This design comes from an exercise in tuning for small area, a short achievable clock period and few clock cycles on the open sky130 flow, not from production work. The RTL was checked by simulation tests, not by an equivalence proof against the original design. Power and IR drop assume default switching activity.

<file path="flow/design.v">
module codex32_cks (
    input  wire        clk,
    input  wire        rst,           
    input  wire        cmd_valid,
    output wire        cmd_ready,
    input  wire [15:0] cmd_word,
    input  wire        cmd_empty,     
    input  wire        in_valid,
    output wire        in_ready,
    input  wire [7:0]  in_data,
    input  wire        in_last,
    output wire        out_valid,
    input  wire        out_ready,
    output wire [7:0]  out_data,
    output wire        out_last,
    output wire [3:0]  out_status
);
    localparam [74:0] INIT     = 75'h23181b3;
    localparam [64:0] GEN_S0   = 65'h19dc500ce73fde210;
    localparam [64:0] GEN_S1   = 65'h1bfae00def77fe529;
    localparam [64:0] GEN_S2   = 65'h1fbd920fffe7bee52;
    localparam [64:0] GEN_S3   = 65'h1739640bdeee3fdad;
    localparam [64:0] GEN_S4   = 65'h07729a039cfc75f5a;
    localparam [64:0] TARGET_S = 65'h10ce0795c2fd1e62a;
    localparam [74:0] GEN_L0   = 75'h3d59d273535ea62d897;
    localparam [74:0] GEN_L1   = 75'h7a9becb6361c6c51507;
    localparam [74:0] GEN_L2   = 75'h543f9b7e6c38d8a2a0e;
    localparam [74:0] GEN_L3   = 75'h0c577eaeccf1990d13c;
    localparam [74:0] GEN_L4   = 75'h1887f74f8dc71b10651;
    localparam [74:0] TARGET_L = 75'h43381e570bf4798ab26;
    localparam [1:0] OP_PMODS  = 2'd0;
    localparam [1:0] OP_PMODL  = 2'd1;
    localparam [1:0] OP_CKSUM  = 2'd2;
    localparam [1:0] OP_VERIFY = 2'd3;
    localparam [3:0] ST_OK      = 4'd0;
    localparam [3:0] ST_ILLEGAL = 4'd1;
    localparam [3:0] ST_RANGE   = 4'd2;
    localparam [2:0] S_IDLE = 3'd0;
    localparam [2:0] S_RECV = 3'd1;
    localparam [2:0] S_PAD  = 3'd2;
    localparam [2:0] S_DONE = 3'd3;
    localparam [2:0] S_RESP = 3'd4;
    reg  [2:0]  state;
    reg  [1:0]  op;
    reg         illegal;      
    reg         bad;          
    reg  [64:0] res_s;        
    reg  [74:0] res_l;        
    reg  [6:0]  len;          
    reg  [3:0]  pad_cnt;      
    reg  [74:0] obuf;         
    reg  [3:0]  obeats;       
    reg  [3:0]  ostatus;
    reg        dec_legal;
    reg [1:0]  dec_op;
    always @(*) begin
        dec_legal = 1'b1;
        dec_op    = OP_PMODS;
        case (cmd_word)
            16'h4000: dec_op = OP_PMODS;
            16'h4001: dec_op = OP_PMODL;
            16'h5000: dec_op = OP_CKSUM;
            16'h6000: dec_op = OP_VERIFY;
            default:  dec_legal = 1'b0;
        endcase
    end
    wire        padding = (state == S_PAD);
    wire [4:0]  sym     = padding ? 5'd0 : in_data[4:0];
    wire [4:0]  top_s   = res_s[64:60];
    wire [64:0] step_s  = {res_s[59:0], sym}
                        ^ (top_s[0] ? GEN_S0 : 65'd0)
                        ^ (top_s[1] ? GEN_S1 : 65'd0)
                        ^ (top_s[2] ? GEN_S2 : 65'd0)
                        ^ (top_s[3] ? GEN_S3 : 65'd0)
                        ^ (top_s[4] ? GEN_S4 : 65'd0);
    wire [4:0]  top_l   = res_l[74:70];
    wire [74:0] step_l  = {res_l[69:0], sym}
                        ^ (top_l[0] ? GEN_L0 : 75'd0)
                        ^ (top_l[1] ? GEN_L1 : 75'd0)
                        ^ (top_l[2] ? GEN_L2 : 75'd0)
                        ^ (top_l[3] ? GEN_L3 : 75'd0)
                        ^ (top_l[4] ? GEN_L4 : 75'd0);
    wire cks_short    = (len <= 7'd80);                  
    wire ver_short    = (len <= 7'd93);                  
    wire ver_long     = (len >= 7'd96);
    wire verify_ok    = (ver_short && res_s == TARGET_S) ||
                        (ver_long  && res_l == TARGET_L);
    assign cmd_ready  = (state == S_IDLE);
    assign in_ready   = (state == S_RECV);
    assign out_valid  = (state == S_RESP);
    assign out_data   = {3'b000, obuf[74:70]};
    assign out_last   = (obeats == 4'd1);
    assign out_status = ostatus;
    wire cmd_fire = cmd_valid && cmd_ready;
    wire in_fire  = in_valid  && in_ready;
    wire out_fire = out_valid && out_ready;
    always @(posedge clk) begin
        if (rst) begin
            state   <= S_IDLE;
            op      <= OP_PMODS;
            illegal <= 1'b0;
            bad     <= 1'b0;
            res_s   <= 65'd0;
            res_l   <= 75'd0;
            len     <= 7'd0;
            pad_cnt <= 4'd0;
            obuf    <= 75'd0;
            obeats  <= 4'd0;
            ostatus <= ST_OK;
        end else begin
            case (state)
                S_IDLE: begin
                    if (cmd_fire) begin
                        op      <= dec_op;
                        illegal <= !dec_legal;
                        bad     <= 1'b0;
                        res_s   <= INIT[64:0];
                        res_l   <= INIT;
                        len     <= 7'd0;
                        pad_cnt <= 4'd13;    
                        if (!cmd_empty)
                            state <= S_RECV;
                        else if (dec_legal && dec_op == OP_CKSUM)
                            state <= S_PAD;
                        else
                            state <= S_DONE;
                    end
                end
                S_RECV: begin
                    if (in_fire) begin
                        res_s <= step_s;
                        res_l <= step_l;
                        if (in_data[7:5] != 3'b000)
                            bad <= 1'b1;
                        if (len != 7'd127)
                            len <= len + 7'd1;
                        if (in_last) begin
                            if (op == OP_CKSUM) begin
                                pad_cnt <= (len < 7'd80) ? 4'd13 : 4'd15;
                                state   <= S_PAD;
                            end else begin
                                state   <= S_DONE;
                            end
                        end
                    end
                end
                S_PAD: begin
                    if (cks_short)
                        res_s <= step_s;
                    else
                        res_l <= step_l;
                    pad_cnt <= pad_cnt - 4'd1;
                    if (pad_cnt == 4'd1)
                        state <= S_DONE;
                end
                S_DONE: begin
                    state <= S_RESP;
                    if (illegal) begin
                        ostatus <= ST_ILLEGAL;
                        obuf    <= 75'd0;
                        obeats  <= 4'd1;
                    end else if (bad) begin
                        ostatus <= ST_RANGE;
                        obuf    <= 75'd0;
                        obeats  <= 4'd1;
                    end else begin
                        ostatus <= ST_OK;
                        case (op)
                            OP_PMODS: begin
                                obuf   <= {res_s, 10'd0};
                                obeats <= 4'd13;
                            end
                            OP_PMODL: begin
                                obuf   <= res_l;
                                obeats <= 4'd15;
                            end
                            OP_CKSUM: begin
                                if (cks_short) begin
                                    obuf   <= {res_s ^ TARGET_S, 10'd0};
                                    obeats <= 4'd13;
                                end else begin
                                    obuf   <= res_l ^ TARGET_L;
                                    obeats <= 4'd15;
                                end
                            end
                            default: begin  
                                obuf   <= {4'd0, verify_ok, 70'd0};
                                obeats <= 4'd1;
                            end
                        endcase
                    end
                end
                S_RESP: begin
                    if (out_fire) begin
                        obuf   <= {obuf[69:0], 5'd0};
                        obeats <= obeats - 4'd1;
                        if (obeats == 4'd1)
                            state <= S_IDLE;
                    end
                end
                default: state <= S_IDLE;
            endcase
        end
    end
endmodule
</file>
<file path="flow/run.sh">
#!/bin/bash
# synth_recipe.tcl (not shown) runs the flow's synth.tcl, then flattens the netlist and writes it again
# the make line also repeats each setting of config.mk as NAME=value (left out here)
make -C /OpenROAD-flow-scripts/flow DESIGN_CONFIG=/design/flow/config.mk WORK_HOME=/design/flow/orfs CLKGATE_MAP_FILE= SYNTH_SCRIPT=/design/flow/synth_recipe.tcl finish
</file>
<file path="flow/config.mk">
export PLATFORM = sky130hd
export DESIGN_NAME = codex32_cks
export DESIGN_NICKNAME = codex32_cks
export VERILOG_FILES = /design/flow/design.v
export SDC_FILE = /design/flow/constraint.sdc
export NUM_CORES = 4
export LEC_CHECK = 0
export CAP_MARGIN = 20
export CORE_MARGIN = 2
export CORE_UTILIZATION = 40
export SLEW_MARGIN = 20
</file>
<file path="flow/constraint.sdc">
create_clock -name core_clock -period 4.0 [get_ports {clk}]
set_input_delay 0.8000 -clock core_clock [delete_from_list [all_inputs] [get_ports {clk}]]
set_output_delay 0.8000 -clock core_clock [all_outputs]
set_load 0.01 [all_outputs]
</file>
==> summary.txt <==
==> cell usage after synthesis (all sizes together) (2+ instances only) <==
library cell / n
a31oi: 44
a41oi: 2
xnor2: 145
nand3b: 5
and4b: 2
xor2: 45
a22oi: 35
nor3b: 5
or4: 3
o2111ai: 5
a21oi: 157
o21ai: 11
a311oi: 12
o32ai: 9
inv: 23
and3: 3
nand2: 274
nand3: 196
or3b: 3
nand4: 13
o22ai: 3
a211oi: 8
nand4b: 4
a221oi: 30
dfxtp: 239
clkbuf: 92
nor3: 41
nor4bb: 13
a2111oi: 2
o221ai: 2
nand2b: 6
o211ai: 5
a211o: 6
ha: 6
nor2: 72
mux2: 5
nor4b: 13
nor4: 5
buf: 51
a2bb2oi: 2
==> power breakdown <==
part	switching, mW	internal, mW
logic	0.705	0.314
registers	0.186	2.48
clock network	1.05	1.53
total	1.94	4.32
==> per-stage QoR <==
stage / worst slack [ps] / total power, mW
floorplan: 1850 / 3.34
global placement: 576 / 3.71
detailed placement: 545 / 3.71
CTS: 521 / 6.27
global route: 466 / 6.46
finish: 555 / 6.26
==> per-layer routing <==
metal / GRT usage / vias to the layer above / share of wire
met1: 0.365 / 5867 / 0.43
met2: 0.411 / 489 / 0.45
met4: 0.0703 / 0 / 0.023
met3: 0.0492 / 62 / 0.094
li1: - / 5629 / -
met5: 0 / - / 0
==> how the worst min path moves through the flow <==
stage / startpoint / end / slack (ps) / cells past startpoint
floorplan: obuf[2]$_SDFFE_PP0P_ / obuf[2]$_SDFFE_PP0P_ / 430 / 2
global placement: obuf[2]$_SDFFE_PP0P_ / obuf[2]$_SDFFE_PP0P_ / 440 / 2
detailed placement: obuf[2]$_SDFFE_PP0P_ / obuf[2]$_SDFFE_PP0P_ / 450 / 2
CTS: obuf[2]$_SDFFE_PP0P_ / obuf[2]$_SDFFE_PP0P_ / 460 / 2
global route: obuf[2]$_SDFFE_PP0P_ / obuf[2]$_SDFFE_PP0P_ / 480 / 2
finish: obuf[2]$_SDFFE_PP0P_ / obuf[2]$_SDFFE_PP0P_ / 450 / 2
==> state kept, by name, indices dropped and copies added, names as in the netlist <==
register,count
bad,1
illegal,1
len,7
obeats,4
obuf,75
op,2
ostatus,2
pad_cnt,4
res_l,75
res_s,65
state,3
==> layout make-up <==
cell class,count,area (µm²),share of cell area
Antenna cell,1,2.50,0.000175
Clock buffer,33,718,0.0501
Clock inverter,15,180,0.0126
Inverter,23,86.3,0.00603
Multi-Input combinational cell,1215,7370,0.514
Sequential cell,239,4780,0.334
Tap cell,402,503,0.0351
Timing Repair Buffer,69,684,0.0478
==> worst register-to-register path, stage by stage (launching register included) <==
cell	delay (ps)
dfxtp_1	680
and3b_1	410
nand4_1	420
buf_4	340
a21oi_4	100
buf_4	440
a22oi_1	300
a31oi_1	200
==> cells by family after synthesis <==
family                     after synthesis  synth area share
buffers and inverters                  166            0.0569
AOI/OAI and AO/OA                      342             0.174
xor gates and xnor gates               191             0.137
other                                    1          0.000293
DFF                                    239             0.374
muxes                                    6           0.00519
adders and majority gates                7           0.00666
and+or+nand+nor                        664             0.246
==> summary.md <==
| Metric | Value |
|---|---|
| H-tree depth | `1` |
| Critical R2R Capture | `obuf[57]$_SDFFE_PP0P_` |
| Die outline width | `around 180 µm` |
| Area after DPL | `13400 µm²` |
| Async set-or-reset flop fraction in the synthesized netlist | `0` |
| CTS max path bufs | `3` |
| WP depth | `4` |
| Max-slew violation count | `0` |
| Sequential-to-total area share from yosys stat | `0.374` |
| Area Overhead vs Synth | `12.1%` |
| Cts bufs inserted | `27` |
| CP Cell Sequence | `or3b_1 -> inv_1 -> buf_4 -> clkdlybuf4s50_1` |
| Root Buffer | `clkbuf_16` |
| RSZ-0062 raised after global routing | `no` |
| DRT Pass-1 Iters | `7` |
| DRC Markers | `0` |
| Starting DRT DRC Count | `1358` |
| Initial Util | `0.406` |
| Setup violators final | `0` |
| Yosys reg bits | `around 240` |
| WS Path Type | `flip-flop to output port` |
| Post-DRT Antenna Nets | `0` |
| Crit start category | `flip-flop` |
| Slew headroom | `0.291` |
| Min Tclk post-route | `approximately 3400 ps` |
| WP data arrival | `2640 ps` |
| Dpl hpwl | `28.7 mm` |
| Peak supply drop | `between 0.2 and 0.3 mV` |
| Leading area contributor after synthesis | `dfxtp_1` |
| Port Buffers | `41` |
| CTS clk-pin slew, worst paths | `~60 ps` |
| Crit path largest cell delay | `a little under 700 ps` |
| Number of setup buffers added after CTS | `0` |
| Run status | `no timing/DRC/antenna violations` |
| YS warnings | `1` |
| Post-Syn Instances | `between 1500 and 2000` |
| Final core utilization | `0.455` |
| CP Buf/Inv Count | `3` |
| Largest net degree at the start of global routing | `about 170` |
| First-pass GRT wire length | `68.1 mm` |
| Global route overflow | `0` |
| Final wirelength | `approximately 44 mm` |
| Hold slack final | `452 ps` |
| Filler cells | `between 3000 and 4000` |
| Fmax | `approximately 290 MHz` |
| Design Area, Final | `14300 µm²` |
| GRT Overall Usage | `0.261` |
| Syn Area/Cell | `between 7 and 8 µm²` |
| Number of global-route vias before repair | `about 11000` |
| Post-synthesis cell type count | `around 70` |
| Worst-skew pair later-pin latency | `between 500 and 600 ps` |
| Critical path data required time | `between 3000 and 4000 ps` |
| WL/cell | `around 22 µm` |
| Power Density | `between 400 and 500 nW/µm²` |
| Most frequent cells in the layout | `nand2_1 (273), dfxtp_1 (239), nand3_1 (196)` |
| Critical Path Sink Type | `output port` |
| Most common cell after layout, fill and taps aside | `nand2_1` |
| Via Count | `approximately 12000` |
| Number of synthesized flops with an enable pin | `0` |
| Tightest Pin Transition | `1050 ps` |
| Core Footprint | `approximately 31000 µm²` |
| Io pins | `between 40 and 50` |
| Initial antenna violation count | `1` |
| Worst path top cell family by delay | `buffers and inverters` |
| Routed vias/inst | `between 6 and 7` |
| Final Wtd Congestion | `~0.87` |
| HP Class | `flip-flop to flip-flop` |
| Sink Count | `roughly 240` |
| Die area | `approximately 33000 µm²` |
| Layout cells sized above 1 | `0.0652` |
| Primary FF master, synth | `dfxtp_1` |
| Top post-synthesis cells by area | `dfxtp_1 (37%), xnor2_1 (9.4%), nand2_1 (8.0%)` |
| Flop-to-flop setup slack | `between 1000 and 1500 ps` |
| CTS Hold Bufs | `0` |
| Path depth of the worst reg2reg path | `7` |
| Top-area cell type share of the netlist area | `0.374` |
| Cell Rows | `between 60 and 70` |
| Pleak | `about 4.5 nW` |
| Setup TNS | `0 ps` |
| Reg-to-reg startpoint | `state[0]$_SDFFE_PP0P_` |
| Worst Setup EP | `in_ready` |
| Critical Path Fanout Max | `16` |
| Nets | `around 1600` |
| Die Y | `between 150 and 200 µm` |
| CP Launch Point | `state[0]$_SDFFE_PP0P_` |
| # resized after CTS | `0` |
| Cells after DPL | `around 1900` |
| Maxcap violations | `0` |
| CTS tree | `built` |
| Number of failing hold endpoints at the final stage | `0` |
| Slowest CP cell | `dfxtp_1` |
| Skew final | `around 11 ps` |
| Post-Layout Cell Count | `1997` |
| Synthesized area | `12800 µm²` |
| Period utilization | `0.861` |
Testbench counts, summed over its fixed seeds: cycles 32,090.

==> what the ideal ports hide <==
How much do the figures lean on ideal ports? The routed layout below was timed once more, with nothing changed but the port constraints.
Step 1 sets driving cells, clkbuf_16 on the clock port and buf_2 on the other inputs (assumed; they add their load-dependent delay and slew).
Step 2 moves the port delays by t, midway between the first and last clock arrival at a register: inputs arrive t later, outputs are due t later. That takes back most of the time a late clock gives input paths.
Three values: ideal ports, drivers, drivers and shift; two values: the first two.
t (ns): 0.599
setup WS [ns]: 0.555 / 0.502 / 0.530
worst hold slack (ns): 0.452 / 0.452 / 0.452
After both steps setup and hold are still met in this run. For this run, drivers alone change the setup slack by -0.053 ns; drivers and shift together by -0.025 ns.
